What follows belongs to an exercise in optimizing a design on an open flow for small area, a short achievable clock period and few clock cycles; a production flow would make more cautious choices. Function was not checked in any run shown here: the RTL went through the layout flow alone. No activity file was given, so power comes from the tool's default toggle rates.

[design/flow/design.v]
module fsc_fp (
    input  wire        clk,
    input  wire        rst,           
    input  wire        in_valid,
    input  wire [7:0]  in_data,
    output wire        in_ready,
    input  wire        fp_reset,
    input  wire        set_intron,
    input  wire [31:0] intron_in,     
    output wire        ev_valid,
    input  wire        ev_ready,
    output wire [2:0]  ev_code,
    output wire [63:0] ev_data,
    input  wire        ans_valid,
    input  wire [7:0]  ans_data       
);
    localparam [31:0] INTRON_RESET = 32'h3CC35AA5;    
    function eq1c;
        input [15:0] x;
        input [15:0] y;
        begin
            eq1c = ((x == y) && (y != 16'hFFFF)) ||
                   ((x == 16'hFFFF) && (y == 16'h0000));
        end
    endfunction
    wire clr = rst || fp_reset || set_intron;
    reg [31:0] intron;
    reg        q_srch, q_hdr, q_wait, q_body, q_thr;
    reg [1:0]  mpos;
    reg [2:0]  hcnt;
    reg [63:0] hdr_n;         
    wire [63:0] hdr = ~hdr_n;
    reg        hok, hlen0;    
    reg [2:0]  type_q;
    reg        rdy;
    reg [7:0]  fa, fb;
    reg        fa_v, fb_v;
    reg        p_rf, p_beg, p_comp, p_type, p_inv, vw;
    reg        v_lat;
    reg        ev_v, s_comp, s_type, s_inv, s_rf, s_beg;
    reg [2:0]  ev_c;
    reg        cs_v, cs_hi, cs_last, par;
    reg [7:0]  cs_b;
    reg [15:0] c0, c1;
    reg        k0, k1;
    reg        upd, fold, fin1, fin2, fin3, fin4;
    assign in_ready = rdy;
    wire take = in_valid && rdy;
    wire [15:0] blen = hdr[31:16];
    wire        len1 = (blen == 16'd1);
    assign ev_valid = ev_v;
    assign ev_code  = ev_c;
    assign ev_data[7:0]  = ({8{fa_v}}   & fa) |
                           ({8{s_type}} & {5'd0, type_q}) |
                           ({8{s_comp}} & {7'd0, v_lat}) |
                           ({8{s_beg}}  & hdr[7:0]);
    assign ev_data[8]    = (s_type & v_lat) | (s_beg & hdr[8]);
    assign ev_data[63:9] = {55{s_beg}} & hdr[63:9];
    wire fire = ev_v && ev_ready;
    wire pop  = fire && fa_v;
    wire [7:0] ib = intron[mpos*8 +: 8];
    wire m_cur = (in_data == ib);
    wire m_0   = (in_data == intron[7:0]);
    wire h7     = q_hdr && (hcnt == 3'd7);
    wire rf_hit = take && q_srch && m_cur && (mpos == 2'd3);
    wire t_h7   = take && h7;
    wire t_last = take && (q_body || q_thr) && len1;
    wire ans    = q_wait && ans_valid;
    wire acc    = (ans_data == 8'h01) && hok;
    wire n_srch = (q_srch && !rf_hit) || (ans && hlen0) || t_last;
    wire n_hdr  = (q_hdr && !t_h7) || rf_hit;
    wire n_wait = (q_wait && !ans_valid) || t_h7;
    wire n_body = (q_body && !t_last) || (ans && !hlen0 && acc);
    wire n_thr  = (q_thr && !t_last) || (ans && !hlen0 && !acc);
    wire push   = take && q_body;
    wire fa_ld  = !fa_v || pop;
    wire fa_v_n = fa_v ? (!pop || fb_v || push) : push;
    wire fb_v_n = fb_v ? (!pop || push) : (push && fa_v && !pop);
    wire end_acc  = (push && len1) || (ans && acc && hlen0);
    wire p_rf_n   = rf_hit || (p_rf && !(fire && s_rf));
    wire p_beg_n  = t_h7 || (p_beg && !(fire && s_beg));
    wire p_comp_n = end_acc || (p_comp && !(fire && s_comp));
    wire p_type_n = end_acc || (p_type && !(fire && s_type));
    wire p_inv_n  = (ans && !acc && hlen0) || (take && q_thr && len1) ||
                    (p_inv && !(fire && s_inv));
    wire vw_n     = (push && len1) || (vw && !fin4);
    wire cs_in  = take && ((q_hdr && !hcnt[2]) || q_body);
    wire clr_cs = q_hdr && (hcnt == 3'd0);
    wire [15:0] op0 = cs_v ? (cs_hi ? {cs_b, 8'd0} : {8'd0, cs_b}) : 16'd0;
    wire [15:0] s0, s1;
    wire        co0, co1;
    wire [15:0] op1 = upd ? c0 : 16'd0;
    fsc_fp_add16 u_add0 (.a(c0), .b(op0), .ci(k0), .s(s0), .co(co0));
    fsc_fp_add16 u_add1 (.a(c1), .b(op1), .ci(upd ? k0 : k1), .s(s1), .co(co1));
    wire [15:0] bdec;
    genvar gi;
    generate
        for (gi = 0; gi < 16; gi = gi + 1) begin : g_dec
            if (gi == 0) begin : g0
                assign bdec[gi] = !blen[gi];
            end else begin : gn
                assign bdec[gi] = blen[gi] ^ !(|blen[gi-1:0]);
            end
        end
    endgenerate
    always @(posedge clk) begin
        cs_b <= in_data;
        if (fa_ld) fa <= fb_v ? fb : in_data;
        if (push && (fb_v || !fa_ld)) fb <= in_data;
        if (take && q_hdr) begin
            hdr_n[63:32] <= ~{in_data, hdr[63:40]};
            hdr_n[15:0]  <= ~hdr[23:8];
            hcnt         <= hcnt + 3'd1;
        end
        if (take && (q_hdr || q_body || q_thr))
            hdr_n[31:16] <= q_hdr ? ~hdr[39:24] : ~bdec;
        hok   <= (hdr[7:3] == 5'd0) && (hdr[2:0] != 3'd0) && (hdr[2:0] <= 3'd4) &&
                 (blen <= 16'd32);
        hlen0 <= (blen == 16'd0);
        if (q_wait && !p_type)
            type_q <= hdr[2:0];
        cs_v    <= cs_in;
        cs_hi   <= par;
        cs_last <= push && len1;
        if (cs_in) par <= !par;
        if (clr_cs) begin
            c0 <= 16'd0;
            k0 <= 1'b0;
        end else if (cs_v) begin
            c0 <= s0;
            k0 <= co0;
        end else begin
            c0 <= {s0[15:1], s0[0] | co0};
            k0 <= 1'b0;
        end
        upd   <= (cs_v && cs_hi) || fold;    
        fold  <= cs_v && !cs_hi && cs_last;
        fin1  <= cs_v && cs_last;
        fin2  <= fin1;
        fin3  <= fin2;
        fin4  <= fin3;
        if (clr_cs) begin
            c1 <= 16'd0;
            k1 <= 1'b0;
        end else if (upd) begin
            c1 <= s1;
            k1 <= co1;
        end else begin
            c1 <= {s1[15:1], s1[0] | co1};
            k1 <= 1'b0;
        end
        if (fin4 || (q_wait && !p_type))
            v_lat <= eq1c(c0, hdr[47:32]) && eq1c(c1, hdr[63:48]);
        if (clr) begin
            q_srch  <= 1'b1;
            q_hdr   <= 1'b0;
            q_wait  <= 1'b0;
            q_body  <= 1'b0;
            q_thr   <= 1'b0;
            mpos    <= 2'd0;
            rdy     <= 1'b1;
            fa_v    <= 1'b0;
            fb_v    <= 1'b0;
            p_rf    <= 1'b0;
            p_beg   <= 1'b0;
            p_comp  <= 1'b0;
            p_type  <= 1'b0;
            p_inv   <= 1'b0;
            vw      <= 1'b0;
            ev_v    <= 1'b0;
            s_comp  <= 1'b0;
            s_type  <= 1'b0;
            s_inv   <= 1'b0;
            s_rf    <= 1'b0;
            s_beg   <= 1'b0;
            ev_c    <= 3'd0;
            cs_v    <= 1'b0;
            upd     <= 1'b0;
            fold    <= 1'b0;
            fin1    <= 1'b0;
            fin2    <= 1'b0;
            fin3    <= 1'b0;
            fin4    <= 1'b0;
            if (rst)
                intron <= INTRON_RESET;
            else if (set_intron)
                intron <= intron_in;
        end else begin
            q_srch <= n_srch;
            q_hdr  <= n_hdr;
            q_wait <= n_wait;
            q_body <= n_body;
            q_thr  <= n_thr;
            fa_v   <= fa_v_n;
            fb_v   <= fb_v_n;
            rdy    <= !((q_wait && !ans_valid) || t_h7 || (q_body && fb_v_n));
            if (take && q_srch) begin
                if (m_cur)
                    mpos <= mpos + 2'd1;
                else if (mpos != 2'd0)
                    mpos <= m_0 ? 2'd1 : 2'd0;
            end
            if (rf_hit) begin
                hcnt <= 3'd0;
                par  <= 1'b0;
            end
            p_rf   <= p_rf_n;
            p_beg  <= p_beg_n;
            p_comp <= p_comp_n;
            p_type <= p_type_n;
            p_inv  <= p_inv_n;
            vw     <= vw_n;
            ev_v   <= fa_v_n || (p_comp_n ? !vw_n :
                                 (p_type_n || p_inv_n || p_rf_n || p_beg_n));
            s_comp <= !fa_v_n && p_comp_n && !vw_n;
            s_type <= !fa_v_n && !p_comp_n && p_type_n;
            s_inv  <= !fa_v_n && !p_comp_n && !p_type_n && p_inv_n;
            s_rf   <= !fa_v_n && !p_comp_n && !p_type_n && !p_inv_n && p_rf_n;
            s_beg  <= !fa_v_n && !p_comp_n && !p_type_n && !p_inv_n && !p_rf_n && p_beg_n;
            ev_c   <= fa_v_n ? 3'd3 : p_comp_n ? 3'd4 : p_type_n ? 3'd5 :
                      p_inv_n ? 3'd6 : p_rf_n ? 3'd1 : p_beg_n ? 3'd2 : 3'd0;
        end
    end
endmodule
module fsc_fp_add16(input [15:0] a, input [15:0] b, input ci, output [15:0] s, output co);
  wire [15:0] p = a ^ b;
  wire [15:0] g0 = a & b;
  wire gc0 = g0[0] | (p[0] & ci);
  wire G1 = g0[1] | (p[1] & gc0);
  wire P1 = p[1] & 1'b0;
  wire G2 = g0[3] | (p[3] & g0[2]);
  wire P2 = p[3] & p[2];
  wire G3 = g0[5] | (p[5] & g0[4]);
  wire P3 = p[5] & p[4];
  wire G4 = g0[7] | (p[7] & g0[6]);
  wire P4 = p[7] & p[6];
  wire G5 = g0[9] | (p[9] & g0[8]);
  wire P5 = p[9] & p[8];
  wire G6 = g0[11] | (p[11] & g0[10]);
  wire P6 = p[11] & p[10];
  wire G7 = g0[13] | (p[13] & g0[12]);
  wire P7 = p[13] & p[12];
  wire G8 = g0[15] | (p[15] & g0[14]);
  wire P8 = p[15] & p[14];
  wire G9 = g0[2] | (p[2] & G1);
  wire P9 = p[2] & P1;
  wire G10 = G2 | (P2 & G1);
  wire P10 = P2 & P1;
  wire G11 = g0[6] | (p[6] & G3);
  wire P11 = p[6] & P3;
  wire G12 = G4 | (P4 & G3);
  wire P12 = P4 & P3;
  wire G13 = g0[10] | (p[10] & G5);
  wire P13 = p[10] & P5;
  wire G14 = G6 | (P6 & G5);
  wire P14 = P6 & P5;
  wire G15 = g0[14] | (p[14] & G7);
  wire P15 = p[14] & P7;
  wire G16 = G8 | (P8 & G7);
  wire P16 = P8 & P7;
  wire G17 = g0[4] | (p[4] & G10);
  wire P17 = p[4] & P10;
  wire G18 = G3 | (P3 & G10);
  wire P18 = P3 & P10;
  wire G19 = G11 | (P11 & G10);
  wire P19 = P11 & P10;
  wire G20 = G12 | (P12 & G10);
  wire P20 = P12 & P10;
  wire G21 = g0[12] | (p[12] & G14);
  wire P21 = p[12] & P14;
  wire G22 = G7 | (P7 & G14);
  wire P22 = P7 & P14;
  wire G23 = G15 | (P15 & G14);
  wire P23 = P15 & P14;
  wire G24 = G16 | (P16 & G14);
  wire P24 = P16 & P14;
  wire G25 = g0[8] | (p[8] & G20);
  wire P25 = p[8] & P20;
  wire G26 = G5 | (P5 & G20);
  wire P26 = P5 & P20;
  wire G27 = G13 | (P13 & G20);
  wire P27 = P13 & P20;
  wire G28 = G14 | (P14 & G20);
  wire P28 = P14 & P20;
  wire G29 = G21 | (P21 & G20);
  wire P29 = P21 & P20;
  wire G30 = G22 | (P22 & G20);
  wire P30 = P22 & P20;
  wire G31 = G23 | (P23 & G20);
  wire P31 = P23 & P20;
  wire G32 = G24 | (P24 & G20);
  wire P32 = P24 & P20;
  assign s[0] = p[0] ^ ci;
  assign s[1] = p[1] ^ gc0;
  assign s[2] = p[2] ^ G1;
  assign s[3] = p[3] ^ G9;
  assign s[4] = p[4] ^ G10;
  assign s[5] = p[5] ^ G17;
  assign s[6] = p[6] ^ G18;
  assign s[7] = p[7] ^ G19;
  assign s[8] = p[8] ^ G20;
  assign s[9] = p[9] ^ G25;
  assign s[10] = p[10] ^ G26;
  assign s[11] = p[11] ^ G27;
  assign s[12] = p[12] ^ G28;
  assign s[13] = p[13] ^ G29;
  assign s[14] = p[14] ^ G30;
  assign s[15] = p[15] ^ G31;
  assign co = G32;
endmodule
[design/flow/flow/run.sh]
#!/bin/bash
# The standard ORFS layout (standard.sh) with these changes:
#  - synthesis maps logic with flow/abc_area.script (see synth_prefix.tcl)
#  - plain buf_1 port buffers instead of the default delay cells
#  - timing repair aimed at a shorter period than the design's
#  - a clock tree of smaller buffers, without dummy loads
set -e
here=$(pwd)
sed "s#@ABC_SCRIPT@#$here/flow/abc_area.script#" flow/synth_prefix.tcl > my_synth.tcl
cat synth_recipe.tcl >> my_synth.tcl
sed "s#SYNTH_SCRIPT=[^ ]*#SYNTH_SCRIPT=$here/my_synth.tcl#" standard.sh > my_standard.sh
export BUFFER_PORTS_ARGS="-buffer_cell sky130_fd_sc_hd__buf_1"
export SETUP_SLACK_MARGIN=5.6
export CTS_ARGS="-sink_clustering_enable -repair_clock_nets -dont_use_dummy_load -buf_list {sky130_fd_sc_hd__clkbuf_8} -sink_clustering_size 40 -sink_clustering_max_diameter 100"
bash my_standard.sh > standard.log 2>&1
[design/flow/flow/abc_area.script]
strash
&get -n
&st
&dch
&nf -R 1000
&put
[design/flow/flow/synth_prefix.tcl]
set my_abc_script @ABC_SCRIPT@
proc fix_abc {args} {
  global abc_args my_abc_script
  if {[lindex $abc_args 0] eq "-script" && [lindex $abc_args 1] ne $my_abc_script} {
    set abc_args [lreplace $abc_args 1 1 $my_abc_script]
  }
}
trace add variable ::abc_args write fix_abc
[design/flow/standard.sh]
#!/bin/bash
# synth_recipe.tcl (not shown) runs the flow's synth.tcl, then flattens the netlist and writes it again
# the make line also repeats each setting of config.mk as NAME=value (left out here)
make -C /OpenROAD-flow-scripts/flow DESIGN_CONFIG=/design/flow/config.mk WORK_HOME=/design/flow/orfs CLKGATE_MAP_FILE= SYNTH_SCRIPT=/design/flow/synth_recipe.tcl "${@:-finish}"
[design/flow/config.mk]
export PLATFORM = sky130hd
export DESIGN_NAME = fsc_fp
export DESIGN_NICKNAME = fsc_fp
export VERILOG_FILES = /design/flow/design.v
export SDC_FILE = /design/flow/constraint.sdc
export NUM_CORES = 4
export LEC_CHECK = 0
export CAP_MARGIN = 20
export CORE_MARGIN = 2
export CORE_UTILIZATION = 40
export SLEW_MARGIN = 20
[design/flow/constraint.sdc]
create_clock -name core_clock -period 9.0 [get_ports {clk}]
set_input_delay 1.8000 -clock core_clock [delete_from_list [all_inputs] [get_ports {clk}]]
set_output_delay 1.8000 -clock core_clock [all_outputs]
set_load 0.01 [all_outputs]
==> insert_results.sql, run 1 <==
INSERT INTO impl_metrics (metric_group, metric, value, unit) VALUES
('logic_synthesis', 'synth-edff-count', '116', ''),
('power', 'vdd.ir_drop.worst', '0.0698', 'mV'),
('critical_path', 'critical_path_buf_inv_count', '2', ''),
('global_route', 'grt_max_degree', '52', ''),
('detailed_routing', 'routedWlPerCell', '17.1', 'um'),
('final_layout', 'num_antenna_cells', '0', ''),
('sta', 'post_route_clock_skew', '0.0344', 'ns'),
('detailed_routing', 'viasPerCell', '5.27', ''),
('run_status', 'outcome', 'no timing/DRC/antenna violations', ''),
('sta', 'final_min_period_over_clock_period', '0.366', ''),
('cts', 'tritoncts_clock_tree', 'done', ''),
('critical_path', 'cp_max_fo', '32', ''),
('sta', 'slew-limit-headroom', '0.321', ''),
('place', 'place.gp.congestion', '0.908', ''),
('final_layout', 'finalNetCount', '1102', ''),
('critical_path', 'cpPeakStageDelay', '0.46', 'ns'),
('critical_path', 'timing.reg2reg.worst_path_depth', '19', ''),
('global_route', 'global_route.usage.met1', '0.260', ''),
('critical_path', 'timing.critical_path.max_delay_family', 'flip-flops', ''),
('global_route', 'globalRouteTotalUtil', '0.182', ''),
('logic_synthesis', 'proportion_of_netlist_area_held_by_the_largest_area_contributor', '0.380', ''),
('cts', 'cts.hold.buffers_added', '0', ''),
('cts', 'clock_sink_count', '198', ''),
('floorplan', 'core.rowCount', '55', ''),
('cts', 'cts_made_buffers', '17', ''),
('logic_synthesis', 'count_of_distinct_cell_types_in_the_synthesized_netlist', '44', ''),
('global_route', 'grt_pass1_vias', '6237', ''),
('sta', 'finalSetupViolations', '0', ''),
('logic_synthesis', 'synth_async_sr_flop_share', '0', ''),
('detailed_routing', 'first_pass_iters', '6', ''),
('logic_synthesis', 'ys_ff_latch', '198', ''),
('critical_path', 'r2r_start', 'cs_v', ''),
('logic_synthesis', 'synth_warnings', '1', ''),
('sta', 'rsz0062_at_grt', 'true', ''),
('critical_path', 'sequence_of_cells_on_the_critical_path', 'clkinv_8 -> nor2_1 -> buf_1', ''),
('min_path', 'worst_hold_startpoint', 'par', ''),
('logic_synthesis', 'synth.largest_area_cell', 'sky130_fd_sc_hd__edfxtp_1', ''),
('logic_synthesis', 'synth.yosys.seq_area_share', '0.559', ''),
('detailed_routing', 'drt_iter0_markers', '436', ''),
('sta', 'fmax', '304', 'MHz'),
('min_path', 'timing.hold.worst_path_depth', '0', ''),
('logic_synthesis', 'post-synth-top-count-cell', 'sky130_fd_sc_hd__nor2_1', ''),
('critical_path', 'rr_endpoint', 'c0[15]', ''),
('final_layout', 'fill_cells', '2184', ''),
('detailed_routing', 'via_count', '6757', ''),
('floorplan', 'dieArea', '24100', 'um2'),
('place', 'post-dp-hpwl', '16200', 'um'),
('detailed_routing', 'wirelength', '21900', 'um'),
('logic_synthesis', 'synthesis.area', '9170', 'um2'),
('global_route', 'grt_pass1_wl', '33800', 'um'),
('power', 'cellLeakagePower', '3.61', 'nW'),
('cts', 'clockRootBuffer', 'sky130_fd_sc_hd__clkbuf_8', ''),
('detailed_routing', 'antenna_violating_nets_post_route', '0', ''),
('min_path', 'worst_hold_path_type', 'reg -> reg', ''),
('global_route', 'groute.layer.met3.usage', '0.0415', ''),
('floorplan', 'initial_standard_cell_utilization_of_the_core', '0.406', ''),
('sta', 'min_tclk_post_route', '3.29', 'ns'),
('min_path', 'worstHoldEndpoint', 'cs_hi', ''),
('sta', 'finalHoldViolCount', '0', ''),
('sta', 'report.final.slew_viol_count', '0', ''),
('critical_path', 'critical_path_cell_count', '3', ''),
('floorplan', 'die_height', '155', 'um'),
('logic_synthesis', 'post_synth_inst_count', '851', ''),
('critical_path', 'critical_path_arrival', '1.49', 'ns'),
('sta', 'setup_tns', '0', 'ns'),
('logic_synthesis', 'syn-mean-instance-area', '10.8', 'um2'),
('detailed_routing', 'route.detailed.drc', '0', ''),
('floorplan', 'ios', '124', ''),
('global_route', 'groute.layer.met2.usage', '0.281', ''),
('sta', 'hold_ws', '0.371', 'ns'),
('critical_path', 'reg2reg_slack', '5.84', 'ns');
-- cell usage in the layout, fill, tap and decap left out, drive strengths merged, types with 18 or more instances in the layout --
cell type  instances
clkbuf            18
nand2             86
xor2              22
nand4             24
dfxtp             82
and2              28
a21oi             35
nor2b             25
or2               18
o21ai             49
edfxtp           116
xnor2             22
ha                38
nor2             133
clkinv            34
buf              127
-- cell families after synthesis --
family / Yosys count / share of synthesized area
adder cells (fa/ha/maj): 48 / 0.0737
buffers and inverters: 35 / 0.0143
AO/OA/AOI/OAI: 130 / 0.0852
multiplexers: 11 / 0.0233
flip-flops: 198 / 0.559
AND/OR/NAND/NOR: 385 / 0.203
XOR/XNOR: 44 / 0.0420
-- layer usage --
layer	up-vias	wire length [um]	part of all wire
li1	3339	-	-
met1	3166	10600	0.48
met2	230	9700	0.44
met3	22	1320	0.060
met4	0	282	0.013
met5	-	0	0
-- repair_timing --
item,4_1_cts,5_1_grt
endpoints found under the setup margin,76,62
resized for setup,11,23
pin swaps,1,2
setup buffers,1,2
gates cloned,1,0
-- registers in the layout, summed over array words and instances, names as in the netlist, 2 cells and up --
| register | cells |
|---|---|
| hdr_n | 64 |
| intron | 32 |
| c0 | 16 |
| c1 | 16 |
| cs_b | 8 |
| fa | 8 |
| fb | 8 |
| ev_c | 3 |
| hcnt | 3 |
| type_q | 3 |
| mpos | 2 |
-- stage by stage --
step	utilization	cells	setup WS, ns	power [mW]	cell area (um2)
after detailed placement	0.443	1261	5.17	1.04	10000
after global routing	0.459	1282	5.54	1.51	10400
final	0.459	1282	5.71	1.45	10400
after CTS	0.456	1280	5.57	1.47	10300
after global placement	0.443	1261	5.16	1.04	10000
after floorplan	-	851	5.64	1.02	9180
-- worst max path at each step --
| stage | slack [ns] | from | end |
|---|---|---|---|
| 2_1_floorplan | 5.64 | in_valid | ev_c[1] |
| 3_3_place_gp | 5.16 | in_valid | ev_v |
| 3_5_place_dp | 5.17 | in_valid | ev_v |
| 4_1_cts | 5.57 | s_beg | ev_data[58] |
| 5_1_grt | 5.54 | fa_v | ev_data[0] |
| 6_report | 5.71 | s_beg | ev_data[57] |
-- cell type report --
| type | instances | area (um2) | area share |
|---|---|---|---|
| clock buffer | 17 | 234 | 0.0226 |
| inverter | 35 | 158 | 0.0152 |
| multi-input combinational | 618 | 3970 | 0.383 |
| sequential | 198 | 5140 | 0.496 |
| tap | 285 | 357 | 0.0344 |
| timing repair buffer | 128 | 500 | 0.0483 |
| timing repair inverter | 1 | 11.3 | 0.00109 |
-- power by group --
group / switching [mW] / internal [mW] / total [mW] / leakage (nW)
registers: 0.00728 / 0.970 / 0.977 / 1.70
logic: 0.0233 / 0.0205 / 0.0439 / 1.79
clock network: 0.265 / 0.168 / 0.433 / 0.122
==> inputs of run 2 (changes only) <==
--- a/design/flow/design.v
+++ b/design/flow/design.v
@@ -37,7 +37,8 @@
     reg        fa_v, fb_v;
     reg        p_rf, p_beg, p_comp, p_type, p_inv, vw;
     reg        v_lat;
-    reg        ev_v, s_comp, s_type, s_inv, s_rf, s_beg;
+    reg        ev_v, s_comp, s_type, s_inv, s_rf;
+    wire       s_beg = p_beg;    
     reg [2:0]  ev_c;
     reg        cs_v, cs_hi, cs_last, par;
     reg [7:0]  cs_b;
@@ -78,7 +79,7 @@
     wire fb_v_n = fb_v ? (!pop || push) : (push && fa_v && !pop);
     wire end_acc  = (push && len1) || (ans && acc && hlen0);
     wire p_rf_n   = rf_hit || (p_rf && !(fire && s_rf));
-    wire p_beg_n  = t_h7 || (p_beg && !(fire && s_beg));
+    wire p_beg_n  = t_h7 || (p_beg && !fire);
     wire p_comp_n = end_acc || (p_comp && !(fire && s_comp));
     wire p_type_n = end_acc || (p_type && !(fire && s_type));
     wire p_inv_n  = (ans && !acc && hlen0) || (take && q_thr && len1) ||
@@ -172,7 +173,6 @@
             s_type  <= 1'b0;
             s_inv   <= 1'b0;
             s_rf    <= 1'b0;
-            s_beg   <= 1'b0;
             ev_c    <= 3'd0;
             cs_v    <= 1'b0;
             upd     <= 1'b0;
@@ -193,7 +193,9 @@
             q_thr  <= n_thr;
             fa_v   <= fa_v_n;
             fb_v   <= fb_v_n;
-            rdy    <= !((q_wait && !ans_valid) || t_h7 || (q_body && fb_v_n));
+            rdy    <= !((q_wait && !ans_valid) || t_h7 || (q_body && fb_v_n) ||
+                        (q_hdr && ((hcnt == 3'd6 && take) || hcnt == 3'd7) &&
+                         (fa_v || p_comp || p_type || p_inv || p_rf)));
             if (take && q_srch) begin
                 if (m_cur)
                     mpos <= mpos + 2'd1;
@@ -210,13 +212,11 @@
             p_type <= p_type_n;
             p_inv  <= p_inv_n;
             vw     <= vw_n;
-            ev_v   <= fa_v_n || (p_comp_n ? !vw_n :
-                                 (p_type_n || p_inv_n || p_rf_n || p_beg_n));
+            ev_v   <= fa_v_n || (p_comp_n ? !vw_n : (p_type_n || p_inv_n || p_rf_n)) || p_beg_n;
             s_comp <= !fa_v_n && p_comp_n && !vw_n;
             s_type <= !fa_v_n && !p_comp_n && p_type_n;
             s_inv  <= !fa_v_n && !p_comp_n && !p_type_n && p_inv_n;
             s_rf   <= !fa_v_n && !p_comp_n && !p_type_n && !p_inv_n && p_rf_n;
-            s_beg  <= !fa_v_n && !p_comp_n && !p_type_n && !p_inv_n && !p_rf_n && p_beg_n;
             ev_c   <= fa_v_n ? 3'd3 : p_comp_n ? 3'd4 : p_type_n ? 3'd5 :
                       p_inv_n ? 3'd6 : p_rf_n ? 3'd1 : p_beg_n ? 3'd2 : 3'd0;
         end
--- a/design/flow/flow/run.sh
+++ b/design/flow/flow/run.sh
@@ -11,5 +11,5 @@
 sed "s#SYNTH_SCRIPT=[^ ]*#SYNTH_SCRIPT=$here/my_synth.tcl#" standard.sh > my_standard.sh
 export BUFFER_PORTS_ARGS="-buffer_cell sky130_fd_sc_hd__buf_1"
 export SETUP_SLACK_MARGIN=5.6
-export CTS_ARGS="-sink_clustering_enable -repair_clock_nets -dont_use_dummy_load -buf_list {sky130_fd_sc_hd__clkbuf_8} -sink_clustering_size 40 -sink_clustering_max_diameter 100"
+export CTS_ARGS="-sink_clustering_enable -repair_clock_nets -dont_use_dummy_load -buf_list {sky130_fd_sc_hd__clkbuf_4 sky130_fd_sc_hd__clkbuf_8}"
 bash my_standard.sh > standard.log 2>&1
==> run 2 against run 1 <==
Against the previous run:
- clock skew grew 0.0098 ns
- die area shrank 0.31%
- highest routed layer unchanged
- total power is essentially flat
==> insert_results.sql, run 2 <==
INSERT INTO impl_metrics (metric_group, metric, value, unit) VALUES
('sta', 'finalHoldViolCount', '0', ''),
('min_path', 'worst_hold_path_type', 'reg -> reg', ''),
('cts', 'cts_made_buffers', '17', ''),
('cts', 'cts.htree.levels', '4', ''),
('global_route', 'grt_pass1_vias', '6274', ''),
('floorplan', 'die-width', '155', 'um'),
('detailed_routing', 'first_pass_iters', '5', ''),
('logic_synthesis', 'proportion_of_netlist_area_held_by_the_largest_area_contributor', '0.381', ''),
('logic_synthesis', 'synthesis.area', '9140', 'um2'),
('cts', 'clockBufferDepth', '2', ''),
('critical_path', 'critical_path_arrival', '1.51', 'ns'),
('logic_synthesis', 'ys_ff_latch', '197', ''),
('detailed_routing', 'via_count', '6750', ''),
('final_layout', 'fraction_of_final_layout_cells_sized_beyond_drive_strength_1', '0.0647', ''),
('logic_synthesis', 'synth-edff-count', '116', ''),
('critical_path', 'critical_path_buf_inv_count', '2', ''),
('logic_synthesis', 'synth.yosys.seq_area_share', '0.559', ''),
('critical_path', 'timing.critical_path.max_delay_family', 'flip-flops', ''),
('critical_path', 'reg2reg_slack', '5.84', 'ns'),
('logic_synthesis', 'syn-num-nets', '945', ''),
('flow_run', 'drv_cap', '0', ''),
('cts', 'clockRootBuffer', 'sky130_fd_sc_hd__clkbuf_8', ''),
('cts', 'clk_pin_slew_worst_paths', '0.11', 'ns'),
('detailed_routing', 'wirelength', '22200', 'um'),
('place', 'io_buf_count', '123', ''),
('floorplan', 'die_height', '155', 'um'),
('logic_synthesis', 'synth_async_sr_flop_share', '0', ''),
('logic_synthesis', 'dominantRegCellSynth', 'sky130_fd_sc_hd__edfxtp_1', ''),
('floorplan', 'ios', '124', ''),
('detailed_routing', 'drt_iter0_markers', '501', ''),
('final_layout', 'final_common_cell', 'sky130_fd_sc_hd__nor2_1', ''),
('sta', 'finalSetupViolations', '0', ''),
('place', 'post-dp-hpwl', '16100', 'um'),
('logic_synthesis', 'syn-mean-instance-area', '10.9', 'um2'),
('detailed_routing', 'antenna_violating_nets_post_route', '0', ''),
('critical_path', 'worstSetupPathType', 'reg -> out', ''),
('sta', 'worst-slew-pin-transition', '0.898', 'ns'),
('cts', 'worst_skew_pair.late_latency', '0.47', 'ns'),
('logic_synthesis', 'post-synth-top-count-cell', 'sky130_fd_sc_hd__nor2_1', ''),
('global_route', 'grt-ovfl-total', '0', ''),
('floorplan', 'core.rowCount', '55', ''),
('critical_path', 'critPathCaptureType', 'output pin', ''),
('global_route', 'antenna_found_initial', '0', ''),
('power', 'vdd.ir_drop.worst', '0.0705', 'mV'),
('min_path', 'timing.hold.worst_path_depth', '0', ''),
('sta', 'min_tclk_post_route', '3.31', 'ns'),
('critical_path', 'cp_max_fo', '32', ''),
('critical_path', 'setup.worst_path.start_class', 'flop', ''),
('cts', 'clock_sink_count', '197', ''),
('final_layout', 'largest-register', 'hdr_n', ''),
('detailed_routing', 'routedWlPerCell', '17.4', 'um'),
('logic_synthesis', 'synth.largest_area_cell', 'sky130_fd_sc_hd__edfxtp_1', ''),
('cts', 'tritoncts_clock_tree', 'done', ''),
('final_layout', 'finalNetCount', '1095', ''),
('critical_path', 'worstPathRequired', '7.20', 'ns'),
('sta', 'hold_ws', '0.378', 'ns'),
('global_route', 'globalRouteTotalUtil', '0.187', ''),
('power', 'cellLeakagePower', '3.63', 'nW'),
('logic_synthesis', 'post_synth_inst_count', '841', ''),
('final_layout', 'largest_register_ffs', '64', ''),
('floorplan', 'initial_standard_cell_utilization_of_the_core', '0.406', ''),
('floorplan', 'standard_cell_core_area', '22500', 'um2'),
('global_route', 'grt_pass1_wl', '34500', 'um'),
('place', 'place.gp.congestion', '0.854', ''),
('sta', 'final_min_period_over_clock_period', '0.367', ''),
('final_layout', 'finalInstanceArea', '10400', 'um2'),
('sta', 'post_route_clock_skew', '0.0442', 'ns'),
('critical_path', 'cpPeakStageDelay', '0.47', 'ns'),
('run_status', 'outcome', 'no timing/DRC/antenna violations', ''),
('sta', 'report.final.slew_viol_count', '0', ''),
('logic_synthesis', 'yosys-top-cells-count', 'sky130_fd_sc_hd__nor2_1 (129), sky130_fd_sc_hd__edfxtp_1 (116), sky130_fd_sc_hd__dfxtp_1 (81), sky130_fd_sc_hd__nand2_1 (72), sky130_fd_sc_hd__o21ai_0 (43)', ''),
('floorplan', 'dieArea', '24100', 'um2'),
('detailed_routing', 'route.detailed.drc', '0', ''),
('logic_synthesis', 'count_of_distinct_cell_types_in_the_synthesized_netlist', '45', ''),
('final_layout', 'flow.area_growth_from_synthesis', '13.3', '%'),
('global_route', 'grt_max_degree', '52', ''),
('power', 'fin_total_pwr', '1.45', 'mW'),
('place', 'placedInstanceArea', '9980', 'um2'),
('detailed_routing', 'viasPerCell', '5.30', ''),
('final_layout', 'largest_registers', 'hdr_n (64), intron (32)', ''),
('critical_path', 'sequence_of_cells_on_the_critical_path', 'clkinv_8 -> o21ai_0 -> buf_1', ''),
('final_layout', 'num_antenna_cells', '0', ''),
('critical_path', 'crit_path_max_delay_cell_type', 'sky130_fd_sc_hd__dfxtp_4', ''),
('final_layout', 'mostFrequentLayoutCells', 'sky130_fd_sc_hd__nor2_1 (128), sky130_fd_sc_hd__edfxtp_1 (116), sky130_fd_sc_hd__buf_1 (114)', ''),
('critical_path', 'timing.reg2reg.worst_path_depth', '18', ''),
('sta', 'slew-limit-headroom', '0.400', ''),
('sta', 'fmax', '303', 'MHz'),
('logic_synthesis', 'synth.top_cells.by_area', 'sky130_fd_sc_hd__edfxtp_1 (38%), sky130_fd_sc_hd__dfxtp_1 (18%), sky130_fd_sc_hd__ha_1 (5.3%)', ''),
('sta', 'setup_tns', '0', 'ns'),
('sta', 'rsz0062_at_grt', 'true', ''),
('power', 'power.density_cell_area', '140', 'nW/um2'),
('logic_synthesis', 'synth_warnings', '1', ''),
('critical_path', 'critical_path_cell_count', '3', '');
[run 2: cell count changes after synthesis, moves of 3 or more]
cell,change
sky130_fd_sc_hd__o21ai_0,-6
sky130_fd_sc_hd__o22ai_1,+4
sky130_fd_sc_hd__nand2_1,-14
sky130_fd_sc_hd__o2111ai_1,+3
sky130_fd_sc_hd__nor2_1,-4
sky130_fd_sc_hd__nor4_1,+3
sky130_fd_sc_hd__a21oi_1,+4
[run 2: worst register-to-register path, stage by stage, from the launching register on]
cell and delay (ns):
sky130_fd_sc_hd__dfxtp_4 0.37, sky130_fd_sc_hd__nor2_1 0.11, sky130_fd_sc_hd__a21oi_1 0.07, sky130_fd_sc_hd__fa_2 0.38
sky130_fd_sc_hd__fa_2 0.40, sky130_fd_sc_hd__nand3_1 0.10, sky130_fd_sc_hd__nand2_1 0.09, sky130_fd_sc_hd__nand3_1 0.10
sky130_fd_sc_hd__nand2_2 0.09, sky130_fd_sc_hd__a211oi_2 0.22, sky130_fd_sc_hd__nor2_1 0.09, sky130_fd_sc_hd__nand3_1 0.09
sky130_fd_sc_hd__nand2_1 0.11, sky130_fd_sc_hd__nand3_1 0.11, sky130_fd_sc_hd__nand2_1 0.09, sky130_fd_sc_hd__and2_2 0.23
sky130_fd_sc_hd__a31oi_1 0.16, sky130_fd_sc_hd__xor2_1 0.16, sky130_fd_sc_hd__nor2_1 0.05
[run 2: layout make-up]
class | count | area, um2
multi-input combinational | 609 | 3950
tap | 285 | 357
sequential | 197 | 5120
clock buffer | 17 | 234
fill | 2176 | 12100
timing repair buffer | 130 | 526
timing repair inverter | 1 | 11.3
inverter | 35 | 158
[run 2: metal layers]
layer	routed length, um	global-route usage	up-vias	share of wire
met3	1260	0.0312	21	0.057
met1	10800	0.273	3180	0.49
li1	-	-	3323	-
met5	0	0	-	0
met4	332	0.0551	0	0.015
met2	9780	0.286	226	0.44
[run 2: cell families after synthesis]
logic type | share of synthesized area
adder cells (fa/ha/maj) | 0.0753
flip-flops | 0.559
multiplexers | 0.0234
XOR/XNOR | 0.0412
AND/OR/NAND/NOR | 0.196
buffers and inverters | 0.0144
AO/OA/AOI/OAI | 0.0910
[run 2: final timing paths]
| check | startpoint | to |
|---|---|---|
| worst max-delay path | p_beg | ev_data[1] |
| worst max register to register | upd | c1[15] |
| worst min-delay path | par | cs_hi |
| worst min register to register | par | cs_hi |
[run 2: stage by stage]
| stage | cells | worst slack, ns | utilization |
|---|---|---|---|
| finish | 1274 | 5.69 | 0.460 |
| global route | 1274 | 5.58 | 0.460 |
| CTS | 1269 | 5.61 | 0.456 |
| detailed placement | 1251 | 4.75 | 0.443 |
| global placement | 1251 | 4.79 | 0.443 |
| floorplan | 841 | 5.44 | - |
[run 2: power by group]
| part | internal, mW | switching [mW] |
|---|---|---|
| Combinational | 0.0212 | 0.0232 |
| Clock | 0.168 | 0.269 |
| Sequential | 0.965 | 0.00737 |
| Total | 1.15 | 0.300 |
[run 2: what timing repair did]
| action | 4_1_cts | 5_1_grt |
|---|---|---|
| pin swaps | 1 | 2 |
| gates resized for setup | 17 | 26 |
| hold buffers | 0 | 0 |
| buffers inserted | 0 | 5 |
| setup endpoints to repair | 90 | 21 |
| gates cloned | 1 | 0 |
==> inputs of run 3 (changes only) <==
--- a/design/flow/flow/run.sh
+++ b/design/flow/flow/run.sh
@@ -10,6 +10,6 @@
 cat synth_recipe.tcl >> my_synth.tcl
 sed "s#SYNTH_SCRIPT=[^ ]*#SYNTH_SCRIPT=$here/my_synth.tcl#" standard.sh > my_standard.sh
 export BUFFER_PORTS_ARGS="-buffer_cell sky130_fd_sc_hd__buf_1"
-export SETUP_SLACK_MARGIN=5.6
+export SETUP_SLACK_MARGIN=5.8
 export CTS_ARGS="-sink_clustering_enable -repair_clock_nets -dont_use_dummy_load -buf_list {sky130_fd_sc_hd__clkbuf_4 sky130_fd_sc_hd__clkbuf_8}"
 bash my_standard.sh > standard.log 2>&1
==> run 3 against run 2 <==
Against the previous run:
- flip-flop and latch count stayed put
- cell area grew 10%
- clock power decreased by 0.9%
- synthesized cell count stayed put
- highest routed layer unchanged
- combinational power increased by 2%
- setup slack got worse by 0.0049 ns
- via count grew 3.3%
- sequential share of layout area shrank 4.6 points
- clock-buffer cell count unchanged
- worst hold slack worse by 0.0068 ns
- cell count grew 1.3%
==> insert_results.sql, run 3 <==
INSERT INTO impl_metrics (metric_group, metric, value, unit) VALUES
('run_status', 'outcome', 'no timing/DRC/antenna violations', ''),
('sta', 'final_min_period_over_clock_period', '0.368', ''),
('min_path', 'worstHoldEndpoint', 'cs_hi', ''),
('final_layout', 'flow.area_growth_from_synthesis', '25.0', '%'),
('logic_synthesis', 'synthesis.area', '9140', 'um2'),
('logic_synthesis', 'count_of_distinct_cell_types_in_the_synthesized_netlist', '45', ''),
('cts', 'cts.htree.levels', '4', ''),
('sta', 'rsz0062_at_grt', 'true', ''),
('final_layout', 'final_common_cell', 'sky130_fd_sc_hd__edfxtp_1', ''),
('power', 'clock_power_share', '0.298', ''),
('cts', 'clk_pin_slew_worst_paths', '0.09', 'ns'),
('final_layout', 'largest_registers', 'hdr_n (64), intron (32)', ''),
('logic_synthesis', 'synth.largest_area_cell', 'sky130_fd_sc_hd__edfxtp_1', ''),
('critical_path', 'sequence_of_cells_on_the_critical_path', 'buf_12 -> clkinv_8 -> nor2_1 -> buf_2', ''),
('global_route', 'grt-ovfl-total', '0', ''),
('global_route', 'grt_pass1_wl', '35800', 'um'),
('logic_synthesis', 'syn-mean-instance-area', '10.9', 'um2'),
('critical_path', 'r2r_start', 'cs_v', ''),
('critical_path', 'cp_max_fo', '8', ''),
('floorplan', 'dieArea', '24100', 'um2'),
('logic_synthesis', 'syn-num-nets', '945', ''),
('sta', 'post_route_clock_skew', '0.0294', 'ns'),
('sta', 'finalSetupViolations', '0', ''),
('floorplan', 'die_height', '155', 'um'),
('power', 'power_report.internal_total', '1.15', 'mW'),
('final_layout', 'fraction_of_final_layout_cells_sized_beyond_drive_strength_1', '0.215', ''),
('logic_synthesis', 'synth.top_cells.by_area', 'sky130_fd_sc_hd__edfxtp_1 (38%), sky130_fd_sc_hd__dfxtp_1 (18%), sky130_fd_sc_hd__ha_1 (5.3%)', ''),
('sta', 'slew-limit-headroom', '0.547', ''),
('critical_path', 'timing.reg2reg.worst_path_depth', '17', ''),
('floorplan', 'initial_standard_cell_utilization_of_the_core', '0.406', ''),
('cts', 'worst_skew_pair.late_latency', '0.47', 'ns'),
('critical_path', 'rr_endpoint', 'c0[0]', ''),
('detailed_routing', 'routedWlPerCell', '18.5', 'um'),
('logic_synthesis', 'dominantRegCellSynth', 'sky130_fd_sc_hd__edfxtp_1', ''),
('critical_path', 'worstPathRequired', '7.20', 'ns'),
('sta', 'fmax', '302', 'MHz'),
('global_route', 'antenna_found_initial', '0', ''),
('power', 'fin_total_pwr', '1.45', 'mW'),
('logic_synthesis', 'post_synth_inst_count', '841', ''),
('final_layout', 'mostFrequentLayoutCells', 'sky130_fd_sc_hd__edfxtp_1 (116), sky130_fd_sc_hd__dfxtp_1 (76), sky130_fd_sc_hd__nor2_1 (75)', ''),
('cts', 'clockRootBuffer', 'sky130_fd_sc_hd__clkbuf_8', ''),
('critical_path', 'reg2reg_slack', '5.95', 'ns'),
('final_layout', 'post_layout_nonfiller_instances', '1291', ''),
('critical_path', 'critical_path_arrival', '1.51', 'ns'),
('place', 'io_buf_count', '123', ''),
('min_path', 'worst_hold_path_type', 'reg -> reg', ''),
('final_layout', 'finalNetCount', '1112', ''),
('critical_path', 'cpPeakStageDelay', '0.44', 'ns'),
('sta', 'finalHoldViolCount', '0', ''),
('place', 'place.gp.congestion', '0.873', ''),
('sta', 'setup_tns', '0', 'ns'),
('min_path', 'timing.hold.worst_path_depth', '0', ''),
('final_layout', 'num_antenna_cells', '0', ''),
('detailed_routing', 'wirelength', '23900', 'um'),
('logic_synthesis', 'ys_ff_latch', '197', ''),
('floorplan', 'standard_cell_core_area', '22500', 'um2'),
('critical_path', 'setup.worst_path.start_class', 'flop', ''),
('logic_synthesis', 'synth.yosys.seq_area_share', '0.559', ''),
('floorplan', 'core.rowCount', '55', ''),
('final_layout', 'largest_register_ffs', '64', ''),
('logic_synthesis', 'post-synth-top-count-cell', 'sky130_fd_sc_hd__nor2_1', ''),
('cts', 'tritoncts_clock_tree', 'done', ''),
('flow_run', 'drv_cap', '0', ''),
('detailed_routing', 'first_pass_iters', '7', ''),
('sta', 'post-route-worst-setup-slack', '5.69', 'ns'),
('logic_synthesis', 'synth_warnings', '1', ''),
('sta', 'min_tclk_post_route', '3.31', 'ns'),
('critical_path', 'worstSetupPathType', 'reg -> out', ''),
('detailed_routing', 'route.detailed.drc', '0', ''),
('sta', 'hold_ws', '0.371', 'ns'),
('critical_path', 'critPathCaptureType', 'output pin', ''),
('cts', 'clock_sink_count', '197', ''),
('power', 'cellLeakagePower', '4.08', 'nW'),
('sta', 'worst-slew-pin-transition', '0.679', 'ns'),
('detailed_routing', 'via_count', '6970', ''),
('power', 'vdd.ir_drop.worst', '0.0771', 'mV'),
('floorplan', 'ios', '124', ''),
('detailed_routing', 'antenna_violating_nets_post_route', '0', ''),
('detailed_routing', 'drt_iter0_markers', '565', ''),
('power', 'power.density_cell_area', '127', 'nW/um2'),
('place', 'dp_cells', '1251', ''),
('critical_path', 'crit_path_max_delay_cell_type', 'sky130_fd_sc_hd__dfxtp_4', ''),
('cts', 'clockBufferDepth', '2', ''),
('power', 'p_seq_frac', '0.671', ''),
('power', 'power.share.combinational', '0.031', ''),
('detailed_routing', 'viasPerCell', '5.40', ''),
('global_route', 'grt_pass1_vias', '6410', ''),
('place', 'dp_slack', '4.72', 'ns'),
('global_route', 'grt_max_degree', '52', ''),
('power', 'power.share.switching', '0.205', ''),
('logic_synthesis', 'yosys-top-cells-count', 'sky130_fd_sc_hd__nor2_1 (129), sky130_fd_sc_hd__edfxtp_1 (116), sky130_fd_sc_hd__dfxtp_1 (81), sky130_fd_sc_hd__nand2_1 (72), sky130_fd_sc_hd__o21ai_0 (43)', ''),
('floorplan', 'die-width', '155', 'um'),
('global_route', 'globalRouteTotalUtil', '0.195', ''),
('logic_synthesis', 'proportion_of_netlist_area_held_by_the_largest_area_contributor', '0.381', ''),
('power', 'power.switching', '0.297', 'mW'),
('sta', 'report.final.slew_viol_count', '0', ''),
('min_path', 'worst_hold_startpoint', 'par', ''),
('final_layout', 'largest-register', 'hdr_n', ''),
('cts', 'cts_made_buffers', '17', ''),
('place', 'post-dp-hpwl', '16500', 'um'),
('logic_synthesis', 'synth_async_sr_flop_share', '0', ''),
('logic_synthesis', 'synth-edff-count', '116', '');
==> run 3: changes by cell type in the layout (fill, tap and decap cells not counted), sizes merged <==
cell,change
clkbuf,-9
clkinv,+7
buf,+18
or2,+1
clkdlybuf4s15,+1
bufinv,-1
==> run 3: final cells by class <==
cell class	count	area, um2
Clock buffer	17	234
Inverter	35	156
Timing Repair Buffer	140	1000
Multi-Input combinational cell	610	4400
Tap cell	285	357
Fill cell	2008	11100
Sequential cell	197	5120
Timing Repair inverter	7	145
==> run 3: per-stage QoR <==
| stage | utilization | area [um2] |
|---|---|---|
| floorplan | - | 9150 |
| global placement | 0.444 | 9980 |
| detailed placement | 0.444 | 9980 |
| CTS | 0.477 | 10700 |
| global route | 0.508 | 11400 |
| finish | 0.508 | 11400 |
==> run 3: worst max-delay path: cells and delay by family, from the launching register on <==
kind / cells / cell delay (ns)
flip-flops: 1 / 0.44
AND/OR/NAND/NOR: 1 / 0.11
buffers and inverters: 3 / 0.48
==> run 3: power groups by stage <==
stage | Sequential, mW | Combinational [mW] | Clock (mW)
floorplan | 0.991 | 0.0247 | 0
global placement | 0.994 | 0.0431 | 0
detailed placement | 0.995 | 0.0443 | 0
CTS | 0.973 | 0.0454 | 0.445
global route | 0.974 | 0.0503 | 0.475
finish | 0.973 | 0.0453 | 0.433
==> run 3: cell families (layout without fill, tap and decap cells) <==
kind of cell / after synthesis / in the layout / synth area share
DFF: 197 / 197 / 0.559
muxes: 11 / 11 / 0.0234
xor gates and xnor gates: 43 / 43 / 0.0412
and+or+nand+nor: 369 / 370 / 0.196
adders and majority gates: 49 / 49 / 0.0753
AOI/OAI and AO/OA: 137 / 137 / 0.0910
buffers and inverters: 35 / 199 / 0.0144
==> run 3: routing by layer <==
| layer | GRT usage | wire length [um] |
|---|---|---|
| met1 | 0.282 | 11000 |
| met2 | 0.302 | 11200 |
| met3 | 0.0351 | 1350 |
| met4 | 0.0573 | 402 |
| met5 | 0 | 0 |
==> run 3: timing repair <==
item	4_1_cts	5_1_grt
hold buffers	0	0
cloned	7	1
pin swaps	21	34
setup buffers	10	5
gates resized for setup	149	146
endpoints found under the setup margin	134	101
==> run 3: worst max path at each step <==
stage	start	to	slack, ns	depth (start not counted)
global route	p_beg	ev_data[37]	5.62	4
finish	p_beg	ev_data[37]	5.69	4
detailed placement	rst	hcnt[2]	4.72	5
floorplan	in_valid	ev_c[1]	5.70	7
global placement	rst	hcnt[2]	4.88	5
CTS	in_valid	hdr_n[29]	5.71	4

## port drivers added, routing unchanged
The flow's constraints put no driver on any port. The routed layouts listed below were extracted and timed again, unchanged, in two steps. Step 1 sets driving cells, clkbuf_16 on the clock port and buf_2 on the other inputs (assumed; they add their load-dependent delay and slew). Step 2, shift: input delay + t, output delay - t, t = (earliest + latest rising clock arrival at the registers) / 2. This alone moves slack from input paths to output paths. a / b / c = no drivers / after step 1 / after step 2; a / b = the first two.
run | t, ns | setup WS [ns] | worst setup path after step 2 | worst data-port slew with drivers (ns)
run 1 | 0.493 | 5.709 / 5.666 / 5.271 | input to register | 0.03
run 2 | 0.488 | 5.694 / 5.654 / 5.348 | input to register | 0.04
run 3 | 0.492 | 5.689 / 5.649 / 5.451 | input to register | 0.03
After both steps setup and hold are still met in every run listed. The setup slack of run 1, which loses most, moves by -0.043 ns with the drivers and by -0.438 ns with both steps.
